This design comes from an exercise in tuning for a short achievable clock period and few clock cycles per item on the open sky130 flow, not from production work. Function was checked by simulation only, so behaviour that the tests miss may differ from the original. Power and IR drop assume default switching activity.

<file path="config.mk">
export PLATFORM = sky130hd
export DESIGN_NAME = ap2_core
export DESIGN_NICKNAME = ap2_core
export VERILOG_FILES = /design/flow/design.v
export SDC_FILE = /design/flow/constraint.sdc
export NUM_CORES = 4
export LEC_CHECK = 0
export CAP_MARGIN = 30
export CORE_MARGIN = 2
export CORE_UTILIZATION = 40
export SLEW_MARGIN = 20
</file>
<file path="constraint.sdc">
create_clock -name core_clock -period 10.0 [get_ports {clk}]
set_input_delay 2.0000 -clock core_clock [delete_from_list [all_inputs] [get_ports {clk}]]
set_output_delay 2.0000 -clock core_clock [all_outputs]
set_load 0.01 [all_outputs]
</file>
<file path="design.v">
module ap2_add16 (
    input  wire [15:0] a,
    input  wire [15:0] b,
    input  wire        ci,
    output wire [15:0] s,
    output wire        co
);
    wire [15:0] p = a ^ b;
    wire [15:0] g = a & b;
    wire [15:0] g0, p0;
    assign g0[0] = g[0] | (p[0] & ci);
    assign p0[0] = 1'b0;
    assign g0[15:1] = g[15:1];
    assign p0[15:1] = p[15:1];
    wire [15:0] g1, p1;
    assign g1[0] = g0[0];
    assign p1[0] = p0[0];
    assign g1[1] = g0[1] | (p0[1] & g0[0]);
    assign p1[1] = p0[1] & p0[0];
    assign g1[2] = g0[2] | (p0[2] & g0[1]);
    assign p1[2] = p0[2] & p0[1];
    assign g1[3] = g0[3] | (p0[3] & g0[2]);
    assign p1[3] = p0[3] & p0[2];
    assign g1[4] = g0[4] | (p0[4] & g0[3]);
    assign p1[4] = p0[4] & p0[3];
    assign g1[5] = g0[5] | (p0[5] & g0[4]);
    assign p1[5] = p0[5] & p0[4];
    assign g1[6] = g0[6] | (p0[6] & g0[5]);
    assign p1[6] = p0[6] & p0[5];
    assign g1[7] = g0[7] | (p0[7] & g0[6]);
    assign p1[7] = p0[7] & p0[6];
    assign g1[8] = g0[8] | (p0[8] & g0[7]);
    assign p1[8] = p0[8] & p0[7];
    assign g1[9] = g0[9] | (p0[9] & g0[8]);
    assign p1[9] = p0[9] & p0[8];
    assign g1[10] = g0[10] | (p0[10] & g0[9]);
    assign p1[10] = p0[10] & p0[9];
    assign g1[11] = g0[11] | (p0[11] & g0[10]);
    assign p1[11] = p0[11] & p0[10];
    assign g1[12] = g0[12] | (p0[12] & g0[11]);
    assign p1[12] = p0[12] & p0[11];
    assign g1[13] = g0[13] | (p0[13] & g0[12]);
    assign p1[13] = p0[13] & p0[12];
    assign g1[14] = g0[14] | (p0[14] & g0[13]);
    assign p1[14] = p0[14] & p0[13];
    assign g1[15] = g0[15] | (p0[15] & g0[14]);
    assign p1[15] = p0[15] & p0[14];
    wire [15:0] g2, p2;
    assign g2[0] = g1[0];
    assign p2[0] = p1[0];
    assign g2[1] = g1[1];
    assign p2[1] = p1[1];
    assign g2[2] = g1[2] | (p1[2] & g1[0]);
    assign p2[2] = p1[2] & p1[0];
    assign g2[3] = g1[3] | (p1[3] & g1[1]);
    assign p2[3] = p1[3] & p1[1];
    assign g2[4] = g1[4] | (p1[4] & g1[2]);
    assign p2[4] = p1[4] & p1[2];
    assign g2[5] = g1[5] | (p1[5] & g1[3]);
    assign p2[5] = p1[5] & p1[3];
    assign g2[6] = g1[6] | (p1[6] & g1[4]);
    assign p2[6] = p1[6] & p1[4];
    assign g2[7] = g1[7] | (p1[7] & g1[5]);
    assign p2[7] = p1[7] & p1[5];
    assign g2[8] = g1[8] | (p1[8] & g1[6]);
    assign p2[8] = p1[8] & p1[6];
    assign g2[9] = g1[9] | (p1[9] & g1[7]);
    assign p2[9] = p1[9] & p1[7];
    assign g2[10] = g1[10] | (p1[10] & g1[8]);
    assign p2[10] = p1[10] & p1[8];
    assign g2[11] = g1[11] | (p1[11] & g1[9]);
    assign p2[11] = p1[11] & p1[9];
    assign g2[12] = g1[12] | (p1[12] & g1[10]);
    assign p2[12] = p1[12] & p1[10];
    assign g2[13] = g1[13] | (p1[13] & g1[11]);
    assign p2[13] = p1[13] & p1[11];
    assign g2[14] = g1[14] | (p1[14] & g1[12]);
    assign p2[14] = p1[14] & p1[12];
    assign g2[15] = g1[15] | (p1[15] & g1[13]);
    assign p2[15] = p1[15] & p1[13];
    wire [15:0] g3, p3;
    assign g3[0] = g2[0];
    assign p3[0] = p2[0];
    assign g3[1] = g2[1];
    assign p3[1] = p2[1];
    assign g3[2] = g2[2];
    assign p3[2] = p2[2];
    assign g3[3] = g2[3];
    assign p3[3] = p2[3];
    assign g3[4] = g2[4] | (p2[4] & g2[0]);
    assign p3[4] = p2[4] & p2[0];
    assign g3[5] = g2[5] | (p2[5] & g2[1]);
    assign p3[5] = p2[5] & p2[1];
    assign g3[6] = g2[6] | (p2[6] & g2[2]);
    assign p3[6] = p2[6] & p2[2];
    assign g3[7] = g2[7] | (p2[7] & g2[3]);
    assign p3[7] = p2[7] & p2[3];
    assign g3[8] = g2[8] | (p2[8] & g2[4]);
    assign p3[8] = p2[8] & p2[4];
    assign g3[9] = g2[9] | (p2[9] & g2[5]);
    assign p3[9] = p2[9] & p2[5];
    assign g3[10] = g2[10] | (p2[10] & g2[6]);
    assign p3[10] = p2[10] & p2[6];
    assign g3[11] = g2[11] | (p2[11] & g2[7]);
    assign p3[11] = p2[11] & p2[7];
    assign g3[12] = g2[12] | (p2[12] & g2[8]);
    assign p3[12] = p2[12] & p2[8];
    assign g3[13] = g2[13] | (p2[13] & g2[9]);
    assign p3[13] = p2[13] & p2[9];
    assign g3[14] = g2[14] | (p2[14] & g2[10]);
    assign p3[14] = p2[14] & p2[10];
    assign g3[15] = g2[15] | (p2[15] & g2[11]);
    assign p3[15] = p2[15] & p2[11];
    wire [15:0] g4, p4;
    assign g4[0] = g3[0];
    assign p4[0] = p3[0];
    assign g4[1] = g3[1];
    assign p4[1] = p3[1];
    assign g4[2] = g3[2];
    assign p4[2] = p3[2];
    assign g4[3] = g3[3];
    assign p4[3] = p3[3];
    assign g4[4] = g3[4];
    assign p4[4] = p3[4];
    assign g4[5] = g3[5];
    assign p4[5] = p3[5];
    assign g4[6] = g3[6];
    assign p4[6] = p3[6];
    assign g4[7] = g3[7];
    assign p4[7] = p3[7];
    assign g4[8] = g3[8] | (p3[8] & g3[0]);
    assign p4[8] = p3[8] & p3[0];
    assign g4[9] = g3[9] | (p3[9] & g3[1]);
    assign p4[9] = p3[9] & p3[1];
    assign g4[10] = g3[10] | (p3[10] & g3[2]);
    assign p4[10] = p3[10] & p3[2];
    assign g4[11] = g3[11] | (p3[11] & g3[3]);
    assign p4[11] = p3[11] & p3[3];
    assign g4[12] = g3[12] | (p3[12] & g3[4]);
    assign p4[12] = p3[12] & p3[4];
    assign g4[13] = g3[13] | (p3[13] & g3[5]);
    assign p4[13] = p3[13] & p3[5];
    assign g4[14] = g3[14] | (p3[14] & g3[6]);
    assign p4[14] = p3[14] & p3[6];
    assign g4[15] = g3[15] | (p3[15] & g3[7]);
    assign p4[15] = p3[15] & p3[7];
    assign s  = p ^ {g4[14:0], ci};
    assign co = g4[15];
endmodule
module ap2_mulcsa (
    input  wire [15:0] a,
    input  wire [15:0] b,
    output wire [15:0] s,
    output wire [15:0] c,
    output wire [15:0] t
);
    wire [16:0] bx = {b, 1'b0};
    wire [16:0] ax = {a, 1'b0};    
    wire b0h = bx[2], b0m = bx[1], b0l = bx[0];
    wire m1_0 = b0m ^ b0l;
    wire m2_0 = (b0h & ~b0m & ~b0l) | (~b0h & b0m & b0l);
    wire ng_0 = b0h & ~(b0m & b0l);
    wire [15:0] r0 = {(((m1_0 & ax[16]) | (m2_0 & ax[15])) ^ ng_0), (((m1_0 & ax[15]) | (m2_0 & ax[14])) ^ ng_0), (((m1_0 & ax[14]) | (m2_0 & ax[13])) ^ ng_0), (((m1_0 & ax[13]) | (m2_0 & ax[12])) ^ ng_0), (((m1_0 & ax[12]) | (m2_0 & ax[11])) ^ ng_0), (((m1_0 & ax[11]) | (m2_0 & ax[10])) ^ ng_0), (((m1_0 & ax[10]) | (m2_0 & ax[9])) ^ ng_0), (((m1_0 & ax[9]) | (m2_0 & ax[8])) ^ ng_0), (((m1_0 & ax[8]) | (m2_0 & ax[7])) ^ ng_0), (((m1_0 & ax[7]) | (m2_0 & ax[6])) ^ ng_0), (((m1_0 & ax[6]) | (m2_0 & ax[5])) ^ ng_0), (((m1_0 & ax[5]) | (m2_0 & ax[4])) ^ ng_0), (((m1_0 & ax[4]) | (m2_0 & ax[3])) ^ ng_0), (((m1_0 & ax[3]) | (m2_0 & ax[2])) ^ ng_0), (((m1_0 & ax[2]) | (m2_0 & ax[1])) ^ ng_0), (((m1_0 & ax[1]) | (m2_0 & ax[0])) ^ ng_0)};
    wire b1h = bx[4], b1m = bx[3], b1l = bx[2];
    wire m1_1 = b1m ^ b1l;
    wire m2_1 = (b1h & ~b1m & ~b1l) | (~b1h & b1m & b1l);
    wire ng_1 = b1h & ~(b1m & b1l);
    wire [15:0] r1 = {(((m1_1 & ax[14]) | (m2_1 & ax[13])) ^ ng_1), (((m1_1 & ax[13]) | (m2_1 & ax[12])) ^ ng_1), (((m1_1 & ax[12]) | (m2_1 & ax[11])) ^ ng_1), (((m1_1 & ax[11]) | (m2_1 & ax[10])) ^ ng_1), (((m1_1 & ax[10]) | (m2_1 & ax[9])) ^ ng_1), (((m1_1 & ax[9]) | (m2_1 & ax[8])) ^ ng_1), (((m1_1 & ax[8]) | (m2_1 & ax[7])) ^ ng_1), (((m1_1 & ax[7]) | (m2_1 & ax[6])) ^ ng_1), (((m1_1 & ax[6]) | (m2_1 & ax[5])) ^ ng_1), (((m1_1 & ax[5]) | (m2_1 & ax[4])) ^ ng_1), (((m1_1 & ax[4]) | (m2_1 & ax[3])) ^ ng_1), (((m1_1 & ax[3]) | (m2_1 & ax[2])) ^ ng_1), (((m1_1 & ax[2]) | (m2_1 & ax[1])) ^ ng_1), (((m1_1 & ax[1]) | (m2_1 & ax[0])) ^ ng_1), 1'b0, ng_0};
    wire b2h = bx[6], b2m = bx[5], b2l = bx[4];
    wire m1_2 = b2m ^ b2l;
    wire m2_2 = (b2h & ~b2m & ~b2l) | (~b2h & b2m & b2l);
    wire ng_2 = b2h & ~(b2m & b2l);
    wire [15:0] r2 = {(((m1_2 & ax[12]) | (m2_2 & ax[11])) ^ ng_2), (((m1_2 & ax[11]) | (m2_2 & ax[10])) ^ ng_2), (((m1_2 & ax[10]) | (m2_2 & ax[9])) ^ ng_2), (((m1_2 & ax[9]) | (m2_2 & ax[8])) ^ ng_2), (((m1_2 & ax[8]) | (m2_2 & ax[7])) ^ ng_2), (((m1_2 & ax[7]) | (m2_2 & ax[6])) ^ ng_2), (((m1_2 & ax[6]) | (m2_2 & ax[5])) ^ ng_2), (((m1_2 & ax[5]) | (m2_2 & ax[4])) ^ ng_2), (((m1_2 & ax[4]) | (m2_2 & ax[3])) ^ ng_2), (((m1_2 & ax[3]) | (m2_2 & ax[2])) ^ ng_2), (((m1_2 & ax[2]) | (m2_2 & ax[1])) ^ ng_2), (((m1_2 & ax[1]) | (m2_2 & ax[0])) ^ ng_2), 1'b0, ng_1, 1'b0, 1'b0};
    wire b3h = bx[8], b3m = bx[7], b3l = bx[6];
    wire m1_3 = b3m ^ b3l;
    wire m2_3 = (b3h & ~b3m & ~b3l) | (~b3h & b3m & b3l);
    wire ng_3 = b3h & ~(b3m & b3l);
    wire [15:0] r3 = {(((m1_3 & ax[10]) | (m2_3 & ax[9])) ^ ng_3), (((m1_3 & ax[9]) | (m2_3 & ax[8])) ^ ng_3), (((m1_3 & ax[8]) | (m2_3 & ax[7])) ^ ng_3), (((m1_3 & ax[7]) | (m2_3 & ax[6])) ^ ng_3), (((m1_3 & ax[6]) | (m2_3 & ax[5])) ^ ng_3), (((m1_3 & ax[5]) | (m2_3 & ax[4])) ^ ng_3), (((m1_3 & ax[4]) | (m2_3 & ax[3])) ^ ng_3), (((m1_3 & ax[3]) | (m2_3 & ax[2])) ^ ng_3), (((m1_3 & ax[2]) | (m2_3 & ax[1])) ^ ng_3), (((m1_3 & ax[1]) | (m2_3 & ax[0])) ^ ng_3), 1'b0, ng_2, 1'b0, 1'b0, 1'b0, 1'b0};
    wire b4h = bx[10], b4m = bx[9], b4l = bx[8];
    wire m1_4 = b4m ^ b4l;
    wire m2_4 = (b4h & ~b4m & ~b4l) | (~b4h & b4m & b4l);
    wire ng_4 = b4h & ~(b4m & b4l);
    wire [15:0] r4 = {(((m1_4 & ax[8]) | (m2_4 & ax[7])) ^ ng_4), (((m1_4 & ax[7]) | (m2_4 & ax[6])) ^ ng_4), (((m1_4 & ax[6]) | (m2_4 & ax[5])) ^ ng_4), (((m1_4 & ax[5]) | (m2_4 & ax[4])) ^ ng_4), (((m1_4 & ax[4]) | (m2_4 & ax[3])) ^ ng_4), (((m1_4 & ax[3]) | (m2_4 & ax[2])) ^ ng_4), (((m1_4 & ax[2]) | (m2_4 & ax[1])) ^ ng_4), (((m1_4 & ax[1]) | (m2_4 & ax[0])) ^ ng_4), 1'b0, ng_3, 1'b0, 1'b0, 1'b0, 1'b0, 1'b0, 1'b0};
    wire b5h = bx[12], b5m = bx[11], b5l = bx[10];
    wire m1_5 = b5m ^ b5l;
    wire m2_5 = (b5h & ~b5m & ~b5l) | (~b5h & b5m & b5l);
    wire ng_5 = b5h & ~(b5m & b5l);
    wire [15:0] r5 = {(((m1_5 & ax[6]) | (m2_5 & ax[5])) ^ ng_5), (((m1_5 & ax[5]) | (m2_5 & ax[4])) ^ ng_5), (((m1_5 & ax[4]) | (m2_5 & ax[3])) ^ ng_5), (((m1_5 & ax[3]) | (m2_5 & ax[2])) ^ ng_5), (((m1_5 & ax[2]) | (m2_5 & ax[1])) ^ ng_5), (((m1_5 & ax[1]) | (m2_5 & ax[0])) ^ ng_5), 1'b0, ng_4, 1'b0, 1'b0, 1'b0, 1'b0, 1'b0, 1'b0, 1'b0, 1'b0};
    wire b6h = bx[14], b6m = bx[13], b6l = bx[12];
    wire m1_6 = b6m ^ b6l;
    wire m2_6 = (b6h & ~b6m & ~b6l) | (~b6h & b6m & b6l);
    wire ng_6 = b6h & ~(b6m & b6l);
    wire [15:0] r6 = {(((m1_6 & ax[4]) | (m2_6 & ax[3])) ^ ng_6), (((m1_6 & ax[3]) | (m2_6 & ax[2])) ^ ng_6), (((m1_6 & ax[2]) | (m2_6 & ax[1])) ^ ng_6), (((m1_6 & ax[1]) | (m2_6 & ax[0])) ^ ng_6), 1'b0, ng_5, 1'b0, 1'b0, 1'b0, 1'b0, 1'b0, 1'b0, 1'b0, 1'b0, 1'b0, 1'b0};
    wire b7h = bx[16], b7m = bx[15], b7l = bx[14];
    wire m1_7 = b7m ^ b7l;
    wire m2_7 = (b7h & ~b7m & ~b7l) | (~b7h & b7m & b7l);
    wire ng_7 = b7h & ~(b7m & b7l);
    wire [15:0] r7 = {(((m1_7 & ax[2]) | (m2_7 & ax[1])) ^ ng_7), (((m1_7 & ax[1]) | (m2_7 & ax[0])) ^ ng_7), 1'b0, ng_6, 1'b0, 1'b0, 1'b0, 1'b0, 1'b0, 1'b0, 1'b0, 1'b0, 1'b0, 1'b0, 1'b0, 1'b0};
    wire [15:0] r8 = {1'b0, ng_7, 14'b0};
    wire [15:0] s0_0 = r0 ^ r1 ^ r2;
    wire [15:0] c0_0w = (r0 & r1) | (r0 & r2) | (r1 & r2);
    wire [15:0] c0_0 = {c0_0w[14:0], 1'b0};
    wire [15:0] s0_1 = r3 ^ r4 ^ r5;
    wire [15:0] c0_1w = (r3 & r4) | (r3 & r5) | (r4 & r5);
    wire [15:0] c0_1 = {c0_1w[14:0], 1'b0};
    wire [15:0] s0_2 = r6 ^ r7 ^ r8;
    wire [15:0] c0_2w = (r6 & r7) | (r6 & r8) | (r7 & r8);
    wire [15:0] c0_2 = {c0_2w[14:0], 1'b0};
    wire [15:0] s1_0 = s0_0 ^ c0_0 ^ s0_1;
    wire [15:0] c1_0w = (s0_0 & c0_0) | (s0_0 & s0_1) | (c0_0 & s0_1);
    wire [15:0] c1_0 = {c1_0w[14:0], 1'b0};
    wire [15:0] s1_1 = c0_1 ^ s0_2 ^ c0_2;
    wire [15:0] c1_1w = (c0_1 & s0_2) | (c0_1 & c0_2) | (s0_2 & c0_2);
    wire [15:0] c1_1 = {c1_1w[14:0], 1'b0};
    wire [15:0] s2_0 = s1_0 ^ c1_0 ^ s1_1;
    wire [15:0] c2_0w = (s1_0 & c1_0) | (s1_0 & s1_1) | (c1_0 & s1_1);
    wire [15:0] c2_0 = {c2_0w[14:0], 1'b0};
    assign s = s2_0;
    assign c = c2_0;
    assign t = c1_1;
endmodule
module ap2_core (
    input  wire        clk,
    input  wire        rst,           
    input  wire        start,         
    input  wire [16:0] image_end,     
    output wire        mem_req,
    output wire        mem_we,
    output wire [15:0] mem_addr,
    output wire [15:0] mem_wdata,
    input  wire [15:0] mem_rdata,
    input  wire        mem_ready,
    output wire        done,          
    output wire [1:0]  stop_reason,   
    output wire [15:0] r0,
    output wire [15:0] r1,
    output wire [15:0] r2,
    output wire [15:0] r3,
    output wire [15:0] r4,
    output wire [15:0] r5,
    output wire [15:0] r6,
    output wire [15:0] r7,
    output wire [15:0] pc_out,
    output wire [15:0] sp_out,
    output wire        flag_c,
    output wire        flag_ov,
    output wire        flag_z,
    output wire        flag_s
);
    localparam [15:0] STACK_START = 16'h8200;
    localparam [15:0] STACK_FLOOR = 16'h81F0;
    reg        running;       
    reg        done_q;
    reg        start_q;       
    reg [1:0]  reason;
    reg [16:0] ie_q;          
    reg [15:0] x [0:7];
    reg [15:0] sp;
    reg        fc, fov, fz, fs;
    reg [15:0] sc [0:7];      
    reg [7:0]  scv;
    reg [8:0]  sdep;          
    reg [15:0] bus_addr;      
    reg [15:0] bus_wdata;     
    reg [15:0] daddr;         
    reg [15:0] dwdata;        
    reg        e_first;       
    reg [15:0] pcF;
    reg        d_valid;
    reg        d_end;         
    reg [15:0] ir;
    reg [15:0] pcd_cur;       
    reg [15:0] pcd_nxt;       
    reg        pd_stopi;      
    reg        pd_mul;        
    reg        pd_um, pd_un;  
    reg        pd_jmp;        
    reg        pd_cj;         
    reg        e_valid;
    reg        e_memop;       
    reg        e_we;          
    reg        e_psh;         
    reg [2:0]  e_sidx;        
    reg        e_mul;         
    reg        e_ld;          
    reg        e_wreg;        
    reg [2:0]  e_rd;
    reg        e_wzs, e_wc, e_wov;
    reg        e_sub;         
    reg        e_cmp;
    reg        e_jpend;       
    reg [1:0]  e_jcc;
    reg [15:0] e_jt;
    reg        sel_add, sel_and, sel_or, sel_xor, sel_shr, sel_shl,
               sel_ror, sel_rol, sel_mov;
    reg [3:0]  e_r1, e_r2;    
    reg [3:0]  e_l1, e_l2;    
    reg        e_k16;         
    reg        e_kz;          
    reg [15:0] A, B;
    reg        smc_q;         
    reg        w_valid;
    reg [2:0]  w_rd;
    reg [15:0] ms, mc, mt;    
    reg        w_c, w_a15, w_b15;
    wire [15:0] sum;
    wire        co;
    ap2_add16 u_add (.a(A), .b(B), .ci(e_sub), .s(sum), .co(co));
    wire [16:0] hx = {A, 1'b0};
    wire [16:0] lx = {1'b0, A};
    wire [16:0] hr1 = ({17{e_r1[0]}} & hx) | ({17{e_r1[1]}} & {1'b0, hx[16:1]})
                    | ({17{e_r1[2]}} & {2'b0, hx[16:2]}) | ({17{e_r1[3]}} & {3'b0, hx[16:3]});
    wire [16:0] hr2 = ({17{e_r2[0]}} & hr1) | ({17{e_r2[1]}} & {4'b0, hr1[16:4]})
                    | ({17{e_r2[2]}} & {8'b0, hr1[16:8]}) | ({17{e_r2[3]}} & {12'b0, hr1[16:12]});
    wire [16:0] shr17 = e_kz ? 17'd0 : e_k16 ? {16'b0, hr2[16]} : hr2;
    wire [16:0] hl1 = ({17{e_l1[0]}} & lx) | ({17{e_l1[1]}} & {lx[15:0], 1'b0})
                    | ({17{e_l1[2]}} & {lx[14:0], 2'b0}) | ({17{e_l1[3]}} & {lx[13:0], 3'b0});
    wire [16:0] hl2 = ({17{e_l2[0]}} & hl1) | ({17{e_l2[1]}} & {hl1[12:0], 4'b0})
                    | ({17{e_l2[2]}} & {hl1[8:0], 8'b0}) | ({17{e_l2[3]}} & {hl1[4:0], 12'b0});
    wire [16:0] shl17 = e_kz ? 17'd0 : e_k16 ? {hl2[0], 16'b0} : hl2;
    wire [15:0] ms_n, mc_n, mt_n;
    ap2_mulcsa u_mul (.a(A), .b(B), .s(ms_n), .c(mc_n), .t(mt_n));
    wire [15:0] r_log = ({16{sel_and}} & (A & B))
                      | ({16{sel_or }} & (A | B))
                      | ({16{sel_xor}} & (A ^ B))
                      | shr17[16:1]
                      | shl17[15:0]
                      | ({16{sel_ror}} & {A[0], A[15:1]})
                      | ({16{sel_rol}} & {A[14:0], A[15]})
                      | ({16{sel_mov}} & A);
    wire [15:0] r = ({16{sel_add}} & sum) | r_log;
    wire [15:0] axb   = A ^ B;
    wire [15:0] aob   = A | B;
    wire        z_add = (axb == {aob[14:0], e_sub});
    wire        z_and = ((A & B) == 16'h0000);
    wire        z_or  = ((A | B) == 16'h0000);
    wire        z_xor = (axb == 16'h0000);
    wire        z_a   = (A == 16'h0000);
    wire        z_shr = (shr17[16:1] == 16'h0000);
    wire        z_shl = (shl17[15:0] == 16'h0000);
    wire        res_z = (sel_add & z_add) | (sel_and & z_and) | (sel_or & z_or) |
                        (sel_xor & z_xor) | ((sel_mov | sel_ror | sel_rol) & z_a) |
                        (sel_shr & z_shr) | (sel_shl & z_shl);
    wire res_s = e_cmp ? !co : r[15];
    wire res_c = sel_add ? (co ^ e_sub)
               : sel_shr ? shr17[0]
               : sel_shl ? shl17[16]
               : sel_ror ? A[0]
               : A[15];
    wire res_ov = sel_shl ? shl17[16]
                : ((A[15] == B[15]) && (r[15] != A[15]));
    wire [15:0] ws    = ms ^ mc ^ mt;
    wire [15:0] wcw   = (ms & mc) | (ms & mt) | (mc & mt);
    wire [15:0] wc    = {wcw[14:0], 1'b0};
    wire [15:0] wr;
    wire        wco;
    ap2_add16 u_wadd (.a(ws), .b(wc), .ci(1'b0), .s(wr), .co(wco));
    wire [15:0] mxc   = ws ^ wc;
    wire [15:0] moc   = ws | wc;
    wire        w_z   = (mxc == {moc[14:0], 1'b0});
    wire        w_ov  = (w_a15 == w_b15) && (w_b15 != wr[15]);
    wire e_alu     = e_valid & !e_memop;       
    wire e_fwd     = e_valid & e_wreg & !e_ld;
    wire e_wzs_now = e_alu & e_wzs;
    reg jc_e;
    always @(*) begin
        case (e_jcc)
            2'b00:   jc_e = 1'b1;
            2'b01:   jc_e = fz && !fs;
            2'b10:   jc_e = !fz && fs;
            default: jc_e = !fz && !fs;
        endcase
    end
    wire e_jtaken = e_valid & e_jpend & jc_e;
    wire [15:0] pcd_cur1 = pcd_cur + 16'd1;
    wire [15:0] A1       = A + 16'd1;
    wire e_smc = e_first & e_we & d_valid & !d_end &
                 ((A == pcd_cur) | (A == pcd_cur1) | (A1 == pcd_cur));
    wire squash_e = e_jtaken | smc_q;
    wire [3:0] cls = ir[15:12];
    wire [2:0] fd  = ir[10:8];
    wire [2:0] fm  = ir[7:5];
    wire [2:0] fn  = ir[4:2];
    wire is_nop  = (ir == 16'h0000);
    wire is_c0   = (cls == 4'h0) && !is_nop;
    wire is_jmp  = is_c0 && ir[11];
    wire is_psh  = is_c0 && !ir[11] && (ir[1:0] == 2'b01);
    wire is_pop  = is_c0 && !ir[11] && (ir[1:0] == 2'b10);
    wire is_cmp  = is_c0 && !ir[11] && (ir[1:0] == 2'b11);
    wire is_rsvd = is_c0 && !ir[11] && (ir[1:0] == 2'b00);
    wire is_mov  = (cls == 4'h1);
    wire is_str  = (cls == 4'h2);
    wire is_ldr  = (cls == 4'h3);
    wire is_add  = (cls == 4'h4);
    wire is_sub  = (cls == 4'h5);
    wire is_mul  = (cls == 4'h6);
    wire is_and  = (cls == 4'h7);
    wire is_or   = (cls == 4'h8);
    wire is_not  = (cls == 4'h9);
    wire is_xor  = (cls == 4'hA);
    wire is_shr  = (cls == 4'hB);
    wire is_shl  = (cls == 4'hC);
    wire is_ror  = (cls == 4'hD);
    wire is_rol  = (cls == 4'hE);
    wire is_halt = (cls == 4'hF);
    wire is_alu1 = is_add | is_sub | is_and | is_or | is_not | is_xor |
                   is_shr | is_shl | is_ror | is_rol;      
    wire push_ok = !sdep[8];           
    wire pop_ok  = !sdep[0];           
    wire psh_do  = is_psh && push_ok;
    wire pop_do  = is_pop && pop_ok;
    wire [4:0] sdist    = 5'd0 - sp[4:0];
    wire [2:0] sidx_psh = sdist[3:1];
    wire [3:0] sidx_p4  = sdist[4:1] - 4'd1;
    wire [2:0] sidx_pop = sidx_p4[2:0];
    wire       top_v    = |(scv & sdep[8:1]);    
    wire       pop_hit  = pop_do && top_v;
    wire       pop_mem  = pop_do && !top_v;
    wire d_memop   = is_ldr | is_str | psh_do | pop_mem;
    wire d_store   = is_str | psh_do;
    wire [1:0] d_reason = d_end ? 2'd3 : is_halt ? 2'd1 : 2'd2;
    wire [8:0]  imm9  = ir[10:2];
    wire [15:0] jt_d  = pcd_nxt + {7'b0, imm9};
    reg jc_d;
    always @(*) begin
        case (ir[1:0])
            2'b00:   jc_d = 1'b1;
            2'b01:   jc_d = fz && !fs;
            2'b10:   jc_d = !fz && fs;
            default: jc_d = !fz && !fs;
        endcase
    end
    wire d_jres   = !pd_cj || !(e_wzs_now || w_valid);    
    wire e_mulv = e_valid & e_mul;
    wire d_dep  = e_mulv &
                  ((pd_um && (fm == e_rd)) || (pd_un && (fn == e_rd)) || pd_cj);
    wire d_stop   = d_valid & pd_stopi & !e_memop & !e_mulv & !squash_e;
    wire d_fire   = d_valid & !pd_stopi & !e_memop & !d_dep & !squash_e;
    wire d_jtaken = d_fire & pd_jmp & d_jres & jc_d;
    wire a_imm  = is_mov && ir[11];
    wire a_reg  = !(a_imm || is_psh || is_pop);
    wire b_reg  = !((is_str && ir[11]) || is_not);
    wire b_inv  = is_sub || is_cmp;
    wire fwd_a  = e_fwd && (e_rd == fm) && a_reg;
    wire fwd_b  = e_fwd && (e_rd == fn) && b_reg;
    wire fww_a  = w_valid && (w_rd == fm) && a_reg;
    wire fww_b  = w_valid && (w_rd == fn) && b_reg;
    wire [15:0] xm = x[fm];
    wire [15:0] xn = x[fn];
    wire [15:0] a_base = a_imm  ? {8'b0, ir[7:0]}
                       : is_psh ? sp
                       : is_pop ? (pop_hit ? sc[sidx_pop] : sp + 16'd2)
                       : fww_a  ? wr
                       : xm;
    wire [15:0] b_raw  = (is_str && ir[11]) ? {8'b0, ir[10:8], ir[4:0]}
                       : is_not ? 16'hFFFF
                       : fww_b  ? wr
                       : xn;
    wire [15:0] a_next = fwd_a ? r : a_base;
    wire [15:0] b_next = fwd_b ? (r ^ {16{b_inv}}) : (b_raw ^ {16{b_inv}});
    wire at_end    = {1'b0, pcF} >= ie_q;
    wire bus_fetch = running & !e_memop;
    wire slot_free = !d_valid | d_fire | squash_e;
    wire f_load    = bus_fetch & slot_free & !squash_e & !d_jtaken & !d_stop;
    wire f_take    = f_load & mem_ready;
    reg [15:0] pcF_base;
    always @(*) begin
        if (start && !running)
            pcF_base = 16'h0000;
        else if (d_stop)
            pcF_base = pcd_nxt;
        else if (e_jtaken)
            pcF_base = e_jt;
        else if (smc_q)
            pcF_base = pcd_cur;
        else if (d_jtaken)
            pcF_base = jt_d;
        else
            pcF_base = pcF;
    end
    wire        inc_ok   = f_load & !at_end & !(start && !running);
    wire [15:0] pcF_inc  = pcF + 16'd2;
    wire [15:0] pcF_next = (inc_ok & mem_ready) ? pcF_inc : pcF_base;
    wire e_hold    = e_memop & !mem_ready;        
    wire d_mem_go  = d_fire & d_memop;            
    assign mem_req   = running;
    assign mem_we    = e_we;
    assign mem_addr  = bus_addr;
    assign mem_wdata = bus_wdata;
    always @(posedge clk)
        ie_q <= image_end;
    always @(posedge clk) begin
        if (rst) begin
            running <= 1'b0;
            done_q  <= 1'b0;
            start_q <= 1'b0;
            d_valid <= 1'b0;
            e_valid <= 1'b0;
            e_memop <= 1'b0;
            e_we    <= 1'b0;
            w_valid <= 1'b0;
            smc_q   <= 1'b0;
            e_first <= 1'b0;
        end else if (start && !running) begin
            running <= 1'b1;
            done_q  <= 1'b0;
            start_q <= 1'b1;
            d_valid <= 1'b0;
            e_valid <= 1'b0;
            e_memop <= 1'b0;
            e_we    <= 1'b0;
            w_valid <= 1'b0;
            smc_q   <= 1'b0;
            e_first <= 1'b0;
        end else begin
            start_q <= 1'b0;
            if (d_stop) begin
                running <= 1'b0;
                done_q  <= 1'b1;
            end
            if (d_stop || squash_e || d_jtaken)
                d_valid <= 1'b0;
            else if (slot_free)
                d_valid <= f_take;
            e_valid <= e_hold | d_fire;
            e_memop <= e_hold | d_mem_go;
            e_we    <= (e_we & !mem_ready) | (d_fire & d_store);
            smc_q   <= e_smc;
            e_first <= d_mem_go;
            w_valid <= e_alu & e_mul;
        end
    end
    always @(posedge clk)
        pcF <= pcF_next;
    wire [15:0] e_addr  = e_first ? A : daddr;
    wire [15:0] e_wdat  = e_first ? B : dwdata;
    wire        ba_r    = d_mem_go & fwd_a;
    wire [15:0] ba_oth  = e_memop  ? (mem_ready ? pcF_base : e_addr)
                        : d_mem_go ? a_base
                        : pcF_next;
    wire        bw_r    = !e_memop & fwd_b;
    wire [15:0] bw_oth  = e_memop ? e_wdat : b_raw;
    always @(posedge clk) begin
        bus_addr  <= ba_r ? r : ba_oth;
        bus_wdata <= bw_r ? r : bw_oth;
        if (e_first) begin
            daddr  <= A;
            dwdata <= B;
        end
    end
    always @(posedge clk) begin
        if (d_stop)
            reason <= d_reason;
    end
    wire [15:0] fw    = mem_rdata;      
    wire [3:0]  f_cls = fw[15:12];
    wire        f_c0  = (f_cls == 4'h0) && (fw[11:0] != 12'h000);
    wire        f_alu1 = (f_cls >= 4'h4) && (f_cls <= 4'hE) && (f_cls != 4'h6);
    wire        f_ab  = (f_cls == 4'h4) || (f_cls == 4'h5) || (f_cls == 4'h7) ||
                        (f_cls == 4'h8) || (f_cls == 4'hA);
    always @(posedge clk) begin
        if (slot_free && !smc_q) begin
            ir       <= fw;
            d_end    <= at_end;
            pcd_cur  <= pcF;
            pcd_nxt  <= at_end ? pcF : pcF + 16'd2;
            pd_stopi <= at_end || (f_cls == 4'hF) ||
                        (f_c0 && !fw[11] && (fw[1:0] == 2'b00));
            pd_mul   <= (f_cls == 4'h6);
            pd_um    <= ((f_cls == 4'h1) && !fw[11]) || (f_cls == 4'h2) || (f_cls == 4'h3) ||
                        f_alu1 || (f_cls == 4'h6) || (f_c0 && !fw[11] && (fw[1:0] == 2'b11));
            pd_un    <= ((f_cls == 4'h2) && !fw[11]) || f_ab || (f_cls == 4'h6) ||
                        (f_c0 && !fw[11] && fw[0]);
            pd_jmp   <= !at_end && f_c0 && fw[11] && (fw[10:2] != 9'd0);
            pd_cj    <= !at_end && f_c0 && fw[11] && (fw[10:2] != 9'd0) && (fw[1:0] != 2'b00);
        end
    end
    always @(posedge clk) begin
        A       <= a_next;
        B       <= b_next;
        e_r1    <= {4{is_shr}} & (4'b0001 << ir[1:0]);
        e_r2    <= {4{is_shr}} & (4'b0001 << ir[3:2]);
        e_l1    <= {4{is_shl}} & (4'b0001 << ir[1:0]);
        e_l2    <= {4{is_shl}} & (4'b0001 << ir[3:2]);
        e_k16   <= ir[4] && (ir[3:0] == 4'd0);
        e_kz    <= ir[4] && (ir[3:0] != 4'd0);
        e_wzs   <= is_alu1 | is_cmp;
        e_wc    <= is_add | is_sub | is_shr | is_shl | is_ror | is_rol;
        e_wov   <= is_add | is_sub | is_shl;
        e_sub   <= is_sub | is_cmp;
        e_cmp   <= is_cmp;
        e_jcc   <= ir[1:0];
        e_jt    <= jt_d;
        sel_add <= is_add | is_sub | is_cmp;
        sel_and <= is_and;
        sel_or  <= is_or;
        sel_xor <= is_xor | is_not;
        sel_shr <= is_shr;
        sel_shl <= is_shl;
        sel_ror <= is_ror;
        sel_rol <= is_rol;
        sel_mov <= is_mov | pop_hit;
        if (!e_memop) begin
            e_psh   <= is_psh;
            e_sidx  <= sidx_psh;
            e_mul   <= is_mul;
            e_ld    <= is_ldr | pop_mem;
            e_wreg  <= is_mov | is_ldr | pop_do | is_alu1;
            e_rd    <= is_pop ? {1'b0, ir[9:8]} : fd;
            e_jpend <= pd_jmp & !d_jres;
        end
        ms    <= ms_n;
        mc    <= mc_n;
        mt    <= mt_n;
        w_rd  <= e_rd;
        w_c   <= co;
        w_a15 <= A[15];
        w_b15 <= B[15];
    end
    wire        e_wr  = e_valid & e_wreg;
    integer i;
    always @(posedge clk) begin
        if (start_q) begin
            for (i = 0; i < 8; i = i + 1)
                x[i] <= 16'h0000;
            sp  <= STACK_START;
            sdep <= 9'b000000001;
            fc  <= 1'b0;
            fov <= 1'b0;
            fz  <= 1'b0;
            fs  <= 1'b0;
            scv <= 8'h00;
        end else begin
            for (i = 0; i < 8; i = i + 1) begin
                if (e_wr && !e_ld && (e_rd == i))
                    x[i] <= r;
                else if (e_wr && (e_rd == i))
                    x[i] <= mem_rdata;
                else if (w_valid && (w_rd == i))
                    x[i] <= wr;
            end
            if (d_fire & psh_do) begin
                sp   <= sp - 16'd2;
                sdep <= {sdep[7:0], 1'b0};
            end else if (d_fire & pop_do) begin
                sp   <= sp + 16'd2;
                sdep <= {1'b0, sdep[8:1]};
            end
            if (e_alu & e_wzs) begin
                fz <= res_z;
                fs <= res_s;
            end else if (w_valid) begin
                fz <= w_z;
                fs <= wr[15];
            end
            if (e_alu & e_wc)
                fc <= res_c;
            else if (w_valid)
                fc <= w_c;
            if (e_alu & e_wov)
                fov <= res_ov;
            else if (w_valid)
                fov <= w_ov;
            for (i = 0; i < 8; i = i + 1) begin
                if (e_first && e_we && e_psh && (e_sidx == i))
                    scv[i] <= 1'b1;
                else if (e_first && e_we && !e_psh &&
                         ((A == STACK_START - 2 * i) || (A1 == STACK_START - 2 * i) ||
                          (A == STACK_START - 2 * i + 1)))
                    scv[i] <= 1'b0;
            end
        end
        for (i = 0; i < 8; i = i + 1)
            if (e_first && e_we && e_psh && (e_sidx == i))
                sc[i] <= B;
    end
    assign done        = done_q;
    assign stop_reason = reason;
    assign r0 = x[0];
    assign r1 = x[1];
    assign r2 = x[2];
    assign r3 = x[3];
    assign r4 = x[4];
    assign r5 = x[5];
    assign r6 = x[6];
    assign r7 = x[7];
    assign pc_out  = pcF;
    assign sp_out  = sp;
    assign flag_c  = fc;
    assign flag_ov = fov;
    assign flag_z  = fz;
    assign flag_s  = fs;
endmodule
</file>
<file path="flow/run.sh">
#!/bin/bash
set -euo pipefail
bash standard.sh SETUP_SLACK_MARGIN=7.5 finish > orfs_make.log 2>&1
</file>
<file path="standard.sh">
#!/bin/bash
# synth_recipe.tcl (not shown) runs the flow's synth.tcl, then flattens the netlist and writes it again
# the make line also repeats each setting of config.mk as NAME=value (left out here)
make -C /OpenROAD-flow-scripts/flow DESIGN_CONFIG=/design/flow/config.mk WORK_HOME=/design/flow/orfs CLKGATE_MAP_FILE= SYNTH_SCRIPT=/design/flow/synth_recipe.tcl "${@:-finish}"
</file>
==> results.yml, run 1 <==
run_status:
  status: "timing/DRC/antenna clean"
pwr:
  ir_worst_vdd_mv: 0.190
  p_comb_share_pct: 43.5
  seqPwrFrac_pct: 28.4
  p_per_area_nw_per_um2: 177
  power_frac_clock_pct: 28.1
  netSwitchingPower_mw: 3.61
  switching_share_pct: 37.4
  p_int_mw: 6.05
  leakagePower_nw: 21.4
yosys:
  synthesis.area_um2: 35200
  ys_async_sr_fraction_pct: 0
  syn_inst: 3937
  synthXorXnorAreaFrac_pct: 5.99
  synth_top_family_by_area: "compound AO/OA/AOI/OAI gates"
  synth_cell_type_count: 94
  synth_edf_count: 194
  synthSimpleGateAreaFrac_pct: 15.4
  synth.yosys.warnings: 3
  synth_seq_cells: 585
  avgSynthCellArea_um2: 8.95
  ys_seq_area_share_pct: 38.7
  ys.flop_type: "dfxtp_1"
  synth_fa_ha_area_share_pct: 6.60
  muxShareOfSynthArea_pct: 6.32
  postSynthNetCount: 4136
  synth-compound-area-share_pct: 21.7
min_path:
  whs_path_depth: 1
  hp-class: "reg -> reg"
clock_tree:
  tritoncts: "done"
  clk_pin_slew_ns: 0.06
  htreeDepth: 3
  cts_root_buf: "clkbuf_16"
  clk_latency_ns: 0.68
  clkSinkCount: 585
  cts_max_path_buffers: 3
  numCtsBuffers: 70
  holdBufCountCts: 0
sta:
  worst_pin_slew_ns: 1.25
  finalSetupTns_ns: 0
  slew_viol_final: 0
  clock.fmax_ghz: 0.308
  fin_crit_sh_pct: 32.5
  fin_worst_skew_ns: 0.0566
  hold_viol_final: 0
  setup_viol: 0
  min_period_ns: 3.25
  slew_headroom_pct: 16.2
  rsz0062_at_grt: "yes"
worst_setup_path:
  crit_buf_inv: 4
  critPathArrivalTime_ns: 3.77
  r2r_setup_slack_ns: 6.75
  r2r_cells: 14
  start_kind: "register"
  path_depth: 14
  slowest_stage: "or4_4"
  critPathMaxFanout: 4
  cpPeakStageDelay_ns: 0.54
  critPathTopFamily: "compound AO/OA/AOI/OAI gates"
  setup.worst_path.end_class: "register"
  critPathKind: "reg -> reg"
  crit_required_ns: 10.52
  path_cells: "clkinvlp_4 -> buf_6 -> ha_4 -> a21o_1 -> a221oi_4 -> o221ai_2 -> buf_6 -> mux2i_2 -> or4_4 -> mux2i_4 -> buf_12 -> nor2_1 -> a221oi_1 -> nor2_1"
die:
  fp.dieArea_um2: 90500
  fp.dieH_um: 301
  start_util_pct: 40.5
  rows: 108
  core-area_um2: 87000
  io_pins: 238
  die_x_um: 301
detailed_routing:
  drc: 0
  first_pass_iters: 10
  finalWirelength_mm: 180
  drtAntennaViolNets: 0
  wl_per_cell_um: 30.5
  viasPerCell: 6.54
  drt_iter0_drc: 5479
  num_vias: 38700
run:
  cap_violations: 0
final_layout:
  fin_cells: 5915
  fin_util_pct: 62.6
  final_common_cell: "buf_4"
  syn_to_final_growth_pct: 54.5
  nets: 4897
  drive_gt1_share_pct: 45.8
  most-common-layout-cells: "470 x buf_4, 342 x buf_6, 313 x nor2_1"
  n_fill_cell: 6929
global_routing:
  grt_usage_pct: 37.6
  grt_overflow: 0
  antenna_found_initial: 3
  grt_max_degree: 68
  first_global_vias: 35900
  grt_pass1_wl_mm: 251
place:
  dp.cells: 5110
  hpwl_mm: 110
  portBuffers: 236
  gp_congestion: 0.991
metrics by stage:
step | setup WS, ns | total power [mW] | area, µm² | hold slack [ns]
2_1_floorplan | 6.82 | 4.51 | 36700 | 0.367
3_3_place_gp | 5.38 | 5.52 | 39500 | 0.454
3_5_place_dp | 5.69 | 5.54 | 39600 | 0.461
4_1_cts | 6.76 | 9.27 | 51400 | 0.474
5_1_grt | 6.71 | 9.93 | 54400 | 0.487
6_report | 6.75 | 9.65 | 54400 | 0.473
Yosys cell counts (all sizes together) (11+ instances only):
library cell	n	area [µm²]
o211ai	37	278
or3	18	113
a22oi	202	1520
nor2	389	1470
mux2i	103	1030
a31oi	36	225
nand3	101	505
a221oi	46	415
nor3	71	365
nand4	36	225
o22ai	46	288
a211oi	126	946
o21a	15	113
dfxtp	391	7830
ha	122	1530
buf	59	267
mux2	72	811
or2	13	81.3
edfxtp	194	5830
a21oi	216	1080
a311oi	28	245
mux4	17	383
clkbuf	250	938
xor2	72	631
fa	40	801
nand2b	34	213
nor2b	30	188
nor4	42	299
o2111ai	11	96.3
a222oi	32	320
o221ai	17	149
a22o	23	201
o21ai	163	816
nand2	342	1290
xnor2	169	1480
inv	170	638
and3	42	263
and2	14	87.6
cell type report:
cell class | count | area [µm²] | share of cell area (%)
Antenna cell | 4 | 10.0 | 0.0184
Tap cell | 1155 | 1450 | 2.65
Sequential cell | 585 | 14300 | 26.3
Inverter | 172 | 786 | 1.44
Clock inverter | 31 | 358 | 0.657
Clock buffer | 99 | 2060 | 3.78
Multi-Input combinational cell | 2874 | 24800 | 45.5
Timing Repair Buffer | 995 | 10700 | 19.6
state kept, by name (all words and copies together) (netlist names), 15 cells and up:
name       cells
pcd_cur       16
B             16
ir            16
sc           128
bus_wdata     16
x            128
ms            16
pcd_nxt       15
A             16
dwdata        16
pcF           16
daddr         16
ie_q          17
sp            15
bus_addr      16
e_jt          16
power groups by stage:
| stage | clock network [mW] | registers, mW | logic, mW |
|---|---|---|---|
| 6_report | 2.71 | 2.74 | 4.20 |
| 3_5_place_dp | 0 | 2.84 | 2.70 |
| 5_1_grt | 2.81 | 2.74 | 4.37 |
| 4_1_cts | 2.70 | 2.73 | 3.84 |
| 2_1_floorplan | 0 | 2.74 | 1.78 |
| 3_3_place_gp | 0 | 2.84 | 2.68 |
worst paths after layout:
check,start,to
worst max-delay path,A[1]$_DFF_P_,x[5][11]$_SDFFE_PP0P_
worst min-delay path,dwdata[15]$_DFF_P_,dwdata[15]$_DFF_P_
worst max register to register,A[1]$_DFF_P_,x[5][11]$_SDFFE_PP0P_
worst min register to register,dwdata[15]$_DFF_P_,dwdata[15]$_DFF_P_
worst reg2reg max path: cells and delay by family (launching register included):
kind                       cells  cell delay, ns
AOI/OAI and AO/OA              4            0.90
and+or+nand+nor                3            0.66
buffers and inverters          4            0.57
DFF                            1            0.43
muxes                          2            0.34
adders and majority gates      1            0.21
cells by family (layout without fill, tap and decap cells):
family	count (synthesis)	count (layout)
adder cells (fa/ha/maj)	162	162
other	1	5
flip-flops	585	585
buffers and inverters	481	1297
AND/OR/NAND/NOR	1171	1174
XOR/XNOR	241	241
multiplexers	192	192
AO/OA/AOI/OAI	1104	1104
timing repair:
action                      CTS  global route
resized for setup          2177           416
gates cloned                 28             6
buffers inserted            517           118
setup endpoints to repair   582           555
pin swaps                   306           232
per-layer routing:
| layer | up-vias | share of wire (%) | track usage (%) |
|---|---|---|---|
| met5 | - | 0.082 | 0 |
| met4 | 4 | 7.3 | 22.0 |
| met3 | 777 | 13 | 10.7 |
| met2 | 3032 | 43 | 56.4 |
| met1 | 18800 | 37 | 48.1 |
| li1 | 16100 | - | - |
Testbench counts, summed over its fixed seeds: cycles 62,666, instrs 48,662.
==> run 2: changes to the inputs <==
--- a/design.v
+++ b/design.v
@@ -457,6 +457,9 @@
                        : fww_b  ? wr
                        : xn;
-    wire [15:0] a_next = fwd_a ? r : a_base;
-    wire [15:0] b_next = fwd_b ? (r ^ {16{b_inv}}) : (b_raw ^ {16{b_inv}});
+    wire        fsa_a  = fwd_a & sel_add;
+    wire        fsa_b  = fwd_b & sel_add;
+    wire [15:0] a_next = fsa_a ? sum : fwd_a ? r_log : a_base;
+    wire [15:0] b_next = fsa_b ? (sum ^ {16{b_inv}})
+                       : fwd_b ? (r_log ^ {16{b_inv}}) : (b_raw ^ {16{b_inv}});
     wire at_end    = {1'b0, pcF} >= ie_q;
     wire bus_fetch = running & !e_memop;
@@ -542,6 +545,6 @@
     wire [15:0] bw_oth  = e_memop ? e_wdat : b_raw;
     always @(posedge clk) begin
-        bus_addr  <= ba_r ? r : ba_oth;
-        bus_wdata <= bw_r ? r : bw_oth;
+        bus_addr  <= (ba_r & sel_add) ? sum : ba_r ? r_log : ba_oth;
+        bus_wdata <= (bw_r & sel_add) ? sum : bw_r ? r_log : bw_oth;
         if (e_first) begin
             daddr  <= A;
@@ -633,6 +636,8 @@
         end else begin
             for (i = 0; i < 8; i = i + 1) begin
-                if (e_wr && !e_ld && (e_rd == i))
-                    x[i] <= r;
+                if (e_wr && !e_ld && sel_add && (e_rd == i))
+                    x[i] <= sum;
+                else if (e_wr && !e_ld && (e_rd == i))
+                    x[i] <= r_log;
                 else if (e_wr && (e_rd == i))
                     x[i] <= mem_rdata;
==> flow/run.sh (replaced) <==
#!/bin/bash
set -euo pipefail
bash standard.sh SETUP_SLACK_MARGIN=7.2 finish > orfs_make.log 2>&1
==> results.yml, run 2 <==
die:
  die_x_um: 301
  start_util_pct: 40.2
  core-area_um2: 88000
  fp.dieH_um: 301
  rows: 109
  fp.dieArea_um2: 90800
  io_pins: 238
pwr:
  power.total_mw: 10.6
  seqPwrFrac_pct: 27.1
  netSwitchingPower_mw: 4.17
  power_frac_clock_pct: 25.7
  switching_share_pct: 39.5
  p_per_area_nw_per_um2: 201
  p_int_mw: 6.39
  p_comb_share_pct: 47.2
  leakagePower_nw: 20.6
  ir_worst_vdd_mv: 0.229
clock_tree:
  clk_pin_slew_ns: 0.05
  tritoncts: "done"
  clk_latency_ns: 0.65
  holdBufCountCts: 0
  htreeDepth: 3
  numCtsBuffers: 71
  clkSinkCount: 585
  cts_max_path_buffers: 3
  cts_root_buf: "clkbuf_16"
worst_setup_path:
  critPathMaxFanout: 2
  cp-startpoint: "sp[3]$_SDFFE_PP0P_"
  critPathKind: "reg -> out"
  cpPeakStageDelay_ns: 0.36
  start_kind: "register"
  r2r_start: "ir[13]$_DFFE_PP_"
  path_cells: "buf_12 -> buf_6"
  slowest_stage: "dfxtp_4"
  crit_buf_inv: 2
  critPathTopFamily: "flip-flops"
  critPathArrivalTime_ns: 1.24
  setup.worst_path.end_class: "output pin"
  crit_required_ns: 8.00
global_routing:
  grt_max_degree: 83
  grt_pass1_wl_mm: 246
  first_global_vias: 35500
  antenna_found_initial: 1
  grt_overflow: 0
  grt_usage_pct: 36.4
yosys:
  ys_seq_area_share_pct: 38.6
  synth_cell_type_count: 87
  synthesis.area_um2: 35400
  avgSynthCellArea_um2: 8.88
  ys_async_sr_fraction_pct: 0
  synth_common_cells: "398 x nor2_1, 391 x dfxtp_1, 360 x nand2_1"
  ys.flop_type: "dfxtp_1"
  yosysTopAreaCell: "dfxtp_1"
  synth_seq_cells: 585
  synth.yosys.warnings: 3
  synth.area.top_cells: "dfxtp_1 22%, edfxtp_1 16%, ha_1 4.3%"
  yosysMostFrequentCell: "nor2_1"
  synth_edf_count: 194
  postSynthNetCount: 4183
  yosysTopAreaCellShare_pct: 22.1
  syn_inst: 3984
sta:
  clock.fmax_ghz: 0.308
  slew_viol_final: 0
  finalSetupTns_ns: 0
  fin_worst_skew_ns: 0.0487
  fin_crit_sh_pct: 32.4
  worst_pin_slew_ns: 1.30
  rsz0062_at_grt: "yes"
  slew_headroom_pct: 13.1
  setup_viol: 0
  fin_hold_ws_ns: 0.474
  hold_viol_final: 0
  min_period_ns: 3.24
final_layout:
  syn_to_final_growth_pct: 48.7
  most-common-layout-cells: "478 x buf_4, 328 x nand2_1, 327 x nor2_1"
  nets: 4863
  drive_gt1_share_pct: 42.5
  n_fill_cell: 7292
  reg_top3: "sc: 128 flops, x: 128 flops, ie_q: 17 flops"
  final_common_cell: "buf_4"
  fin_cells: 5883
  antenna_cells: 0
detailed_routing:
  drt_iter0_drc: 5820
  viasPerCell: 6.52
  drtAntennaViolNets: 0
  wl_per_cell_um: 30.0
  first_pass_iters: 9
  finalWirelength_mm: 176
  num_vias: 38400
  drc: 0
run:
  cap_violations: 0
min_path:
  hp-start: "daddr[7]$_DFF_P_"
  hp-class: "reg -> reg"
place:
  gp_congestion: 1.02
  portBuffers: 236
  hpwl_mm: 112
  dp.cells: 5157
run_status:
  status: "timing/DRC/antenna clean"
run 2: changes by cell type after synthesis, moves of 13 or more:
| cell | previous run | this run |
|---|---|---|
| a21oi_1 | 216 | 188 |
| xnor2_1 | 169 | 139 |
| a22oi_1 | 202 | 186 |
| a2111oi_0 | 5 | 18 |
| nand2_1 | 341 | 360 |
| xor2_1 | 72 | 108 |
| o21ai_0 | 162 | 198 |
run 2: per-stage QoR:
step | worst slack (ns) | area (µm²) | utilization (%)
floorplan | 6.58 | 36300 | -
global route | 6.72 | 52600 | 59.8
detailed placement | 5.46 | 39200 | 44.6
finish | 6.76 | 52600 | 59.8
global placement | 5.08 | 39100 | 44.5
CTS | 6.75 | 48900 | 55.6
run 2: path summary, 6_finish.rpt:
| kind | end | slack, ns | depth (start not counted) |
|---|---|---|---|
| worst min-delay path | daddr[7]$_DFF_P_ | 0.47 | 1 |
| worst min register to register | daddr[7]$_DFF_P_ | 0.47 | 1 |
| worst max-delay path | sp_out[3] | 6.76 | 2 |
| worst max register to register | bus_addr[1]$_DFF_P_ | 6.76 | 12 |
run 2: cells by family (layout without fill, tap and decap cells):
| group | Yosys count | in the layout | share of synthesized area [%] |
|---|---|---|---|
| other | 1 | 1 | 0.0106 |
| AO/OA/AOI/OAI | 1147 | 1147 | 22.4 |
| flip-flops | 585 | 585 | 38.6 |
| AND/OR/NAND/NOR | 1198 | 1205 | 15.5 |
| adder cells (fa/ha/maj) | 162 | 162 | 6.58 |
| multiplexers | 172 | 172 | 5.60 |
| XOR/XNOR | 247 | 247 | 6.12 |
| buffers and inverters | 472 | 1199 | 5.12 |
run 2: layer usage:
metal | up-vias | routed length [µm] | track usage [%]
li1 | 16100 | - | -
met1 | 18500 | 66100 | 47.6
met2 | 2996 | 74300 | 53.9
met3 | 790 | 22300 | 9.89
met4 | 2 | 13500 | 21.3
met5 | - | 13 | 0
run 2: worst register-to-register path: stages (launching register included):
cell and delay [ns]:
edfxtp_1 0.45, or4_4 0.56, buf_6 0.14, or3_4 0.40, buf_4 0.16, clkinvlp_4 0.12
nor2_2 0.08, o2111ai_2 0.08, o311a_1 0.43, nand3_1 0.15, a22o_1 0.24, a21oi_2 0.20
o221ai_2 0.11
run 2: area by class of cell:
| class | count | area, µm² | area share, % |
|---|---|---|---|
| multi-input cells | 2934 | 24600 | 46.8 |
| repair inverters | 1 | 7.51 | 0.0143 |
| well taps | 1165 | 1460 | 2.77 |
| inverters | 159 | 678 | 1.29 |
| clock buffers | 91 | 1940 | 3.70 |
| clock inverters | 36 | 450 | 0.856 |
| flip-flops and latches | 585 | 14400 | 27.3 |
| repair buffers | 912 | 9110 | 17.3 |
run 2: power groups by stage:
stage,logic (mW),clock network [mW],registers (mW)
after floorplan,2.08,0,2.84
after CTS,4.33,2.72,2.85
after global placement,3.15,0,2.99
after global routing,5.24,2.82,2.87
final,4.98,2.71,2.86
after detailed placement,3.16,0,2.99
run 2: repair_timing:
action | 4_1_cts | 5_1_grt
buffers inserted | 411 | 160
endpoints found under the setup margin | 540 | 462
cloned | 14 | 9
pin swaps | 212 | 303
resized for setup | 1950 | 528
endpoints found under the hold margin | 0 | 0
Testbench counts of run 2, summed over its fixed seeds: cycles 62,666, instrs 48,662.
==> run 3: changes to the inputs <==
==> flow/run.sh (replaced) <==
#!/bin/bash
set -euo pipefail
bash standard.sh SETUP_SLACK_MARGIN=7.5 finish > orfs_make.log 2>&1
==> results.yml, run 3 <==
run_status:
  status: "timing/DRC/antenna clean"
worst_setup_path:
  crit_required_ns: 10.51
  r2r_end: "bus_wdata[14]$_DFF_P_"
  critPathArrivalTime_ns: 3.75
  r2r_setup_slack_ns: 6.76
  critPathMaxFanout: 3
  start_kind: "register"
  r2r_start: "A[0]$_DFF_P_"
  r2r_cells: 13
  critPathKind: "reg -> reg"
  setup.worst_path.end_class: "register"
pwr:
  leakagePower_nw: 21.3
  p_per_area_nw_per_um2: 194
  ir_worst_vdd_mv: 0.377
yosys:
  synth_seq_cells: 585
  postSynthNetCount: 4183
  synthesis.area_um2: 35400
  synth_top_family_by_area: "compound AO/OA/AOI/OAI gates"
  yosysTopAreaCell: "dfxtp_1"
  synth-compound-area-share_pct: 22.4
  yosysMostFrequentCell: "nor2_1"
  avgSynthCellArea_um2: 8.88
  synth.area.top_cells: "dfxtp_1 22%, edfxtp_1 16%, ha_1 4.3%"
  yosysTopAreaCellShare_pct: 22.1
  ys_async_sr_fraction_pct: 0
  synthSimpleGateAreaFrac_pct: 15.5
  synth_fa_ha_area_share_pct: 6.58
  ys.flop_type: "dfxtp_1"
  synthXorXnorAreaFrac_pct: 6.12
  synth.yosys.warnings: 3
  synth_cell_type_count: 87
  ys_seq_area_share_pct: 38.6
  synth_common_cells: "398 x nor2_1, 391 x dfxtp_1, 360 x nand2_1"
  muxShareOfSynthArea_pct: 5.60
  synth_edf_count: 194
  syn_inst: 3984
detailed_routing:
  drt_iter0_drc: 5638
  first_pass_iters: 7
  finalWirelength_mm: 181
  drc: 0
  drtAntennaViolNets: 0
  wl_per_cell_um: 30.4
  viasPerCell: 6.52
  num_vias: 38900
clock_tree:
  numCtsBuffers: 68
  htreeDepth: 3
  tritoncts: "done"
  cts_max_path_buffers: 3
  clk_latency_ns: 0.66
  cts_root_buf: "clkbuf_16"
  holdBufCountCts: 0
  clkSinkCount: 585
  clk_pin_slew_ns: 0.05
die:
  rows: 109
  start_util_pct: 40.2
  fp.dieH_um: 301
  die_x_um: 301
  io_pins: 238
  fp.dieArea_um2: 90800
  core-area_um2: 88000
sta:
  clock.fmax_ghz: 0.309
  fin_worst_skew_ns: 0.0488
  hold_viol_final: 0
  layout_setup_ws_ns: 6.76
  worst_pin_slew_ns: 1.04
  slew_viol_final: 0
  finalSetupTns_ns: 0
  min_period_ns: 3.24
  fin_crit_sh_pct: 32.4
  rsz0062_at_grt: "yes"
  setup_viol: 0
  slew_headroom_pct: 30.8
place:
  portBuffers: 236
  dp_slack_ns: 5.45
  hpwl_mm: 110
  place_area_um2: 39700
  gp_congestion: 0.994
min_path:
  hp-class: "reg -> reg"
  whs_path_depth: 1
  holdPathEnd: "dwdata[14]$_DFF_P_"
  hp-start: "dwdata[14]$_DFF_P_"
run:
  cap_violations: 0
final_layout:
  drive_gt1_share_pct: 46.2
  final_common_cell: "buf_4"
  n_fill_cell: 7066
  most-common-layout-cells: "506 x buf_4, 352 x buf_6, 316 x nor2_1"
  nets: 4945
  syn_to_final_growth_pct: 54.0
  stdcell_area_um2: 54500
  reg_top3: "sc: 128 flops, x: 128 flops, ie_q: 17 flops"
  fin_util_pct: 61.9
global_routing:
  grt_pass1_wl_mm: 254
  antenna_found_initial: 3
  first_global_vias: 36200
  grt_usage_pct: 37.8
  grt_overflow: 0
  grt_max_degree: 93
run 3: cell counts after synthesis:
Identical to the previous run, type by type.
run 3: cells by family after synthesis:
family | after synthesis
other cells | 1
compound gates | 1147
buf+inv | 472
simple gates | 1198
mux | 172
fa+ha+maj | 162
xor+xnor | 247
flops | 585
run 3: power breakdown:
part | switching (mW) | internal, mW | leakage (nW)
clock network | 1.08 | 1.42 | 1.07
registers | 0.212 | 2.65 | 5.26
logic | 3.01 | 2.21 | 15.0
total | 4.30 | 6.28 | 21.3
run 3: final cells by class:
class | count | area [µm²] | area share [%]
antenna | 2 | 5.00 | 0.00918
clock buffer | 96 | 1940 | 3.55
clock inverter | 27 | 258 | 0.473
inverter | 159 | 691 | 1.27
multi-input combinational | 2930 | 25500 | 46.8
sequential | 585 | 14300 | 26.3
tap | 1165 | 1460 | 2.67
timing repair buffer | 1001 | 10300 | 18.9
timing repair inverter | 1 | 5.00 | 0.00918
run 3: worst max-delay path by stage:
| stage | from | to | cells past startpoint |
|---|---|---|---|
| 3_3_place_gp | mem_ready | bus_addr[6]$_DFF_P_ | 7 |
| 5_1_grt | sp[3]$_SDFFE_PP0P_ | bus_addr[14]$_DFF_P_ | 10 |
| 3_5_place_dp | mem_ready | bus_addr[6]$_DFF_P_ | 7 |
| 6_report | A[0]$_DFF_P_ | bus_wdata[14]$_DFF_P_ | 13 |
| 2_1_floorplan | mem_ready | bus_addr[3]$_DFF_P_ | 7 |
| 4_1_cts | e_we$_SDFF_PP0_ | mem_we | 1 |
run 3: worst max-delay path, cell delays in order (launching register included):
cell,delay [ns]
dfxtp_4,0.39
fa_2,0.43
inv_2,0.07
fa_2,0.20
nand2b_4,0.14
a21oi_4,0.06
or3_4,0.37
a311oi_4,0.28
buf_4,0.18
o21ai_1,0.06
or3b_4,0.36
buf_4,0.16
o22ai_4,0.10
mux2_4,0.29
run 3: per-stage QoR:
| stage | total power, mW | std cells | hold slack, ns |
|---|---|---|---|
| after floorplan | 5.04 | 3984 | 0.346 |
| after global placement | 6.36 | 5153 | 0.453 |
| after detailed placement | 6.40 | 5160 | 0.459 |
| after CTS | 9.91 | 5814 | 0.475 |
| after global routing | 10.9 | 5964 | 0.483 |
| final | 10.6 | 5966 | 0.475 |
run 3: timing repair:
action / in CTS / in global routing
pin swaps: 328 / 258
cloned: 23 / 5
buffers inserted: 508 / 144
setup endpoints to repair: 565 / 511
resized for setup: 2239 / 431
run 3: metal layers:
layer | routed length [µm] | track usage [%] | up-vias
met5 | 15 | 0.106 | -
met4 | 14800 | 23.4 | 2
met3 | 22700 | 10.2 | 861
met2 | 77100 | 56.8 | 3079
met1 | 66900 | 48.1 | 18800
li1 | - | - | 16200

what the ideal ports hide:
The flow's constraints put no driver on any port. The routed layouts listed below were extracted and timed again, unchanged, in two steps. Step 1: set_driving_cell puts a clkbuf_16 on clk and a buf_2 on each other input, an assumption about the parent block. Step 2 adds t to the input delays and takes it off the output delays; t is the mean of the earliest and latest rising clock arrival at the registers after step 1. Input paths then give back, and output paths get back, about the clock's delay inside the block. a / b / c = no drivers / after step 1 / after step 2; a / b = the first two.
run | shift t [ns] | slack for setup (ns) | worst setup path at the end | worst register clock-pin slew, ns
run 1 | 0.720 | 6.750 / 6.710 / 6.331 | input to register | 0.07 / 0.07
run 2 | 0.704 | 6.755 / 6.679 / 6.375 | input to register | 0.07 / 0.07
run 3 | 0.710 | 6.761 / 6.688 / 6.421 | input to register | 0.07 / 0.07
After both steps setup and hold are still met in every run listed. The setup slack of run 1, which loses most, moves by -0.040 ns with the drivers and by -0.419 ns with both steps.
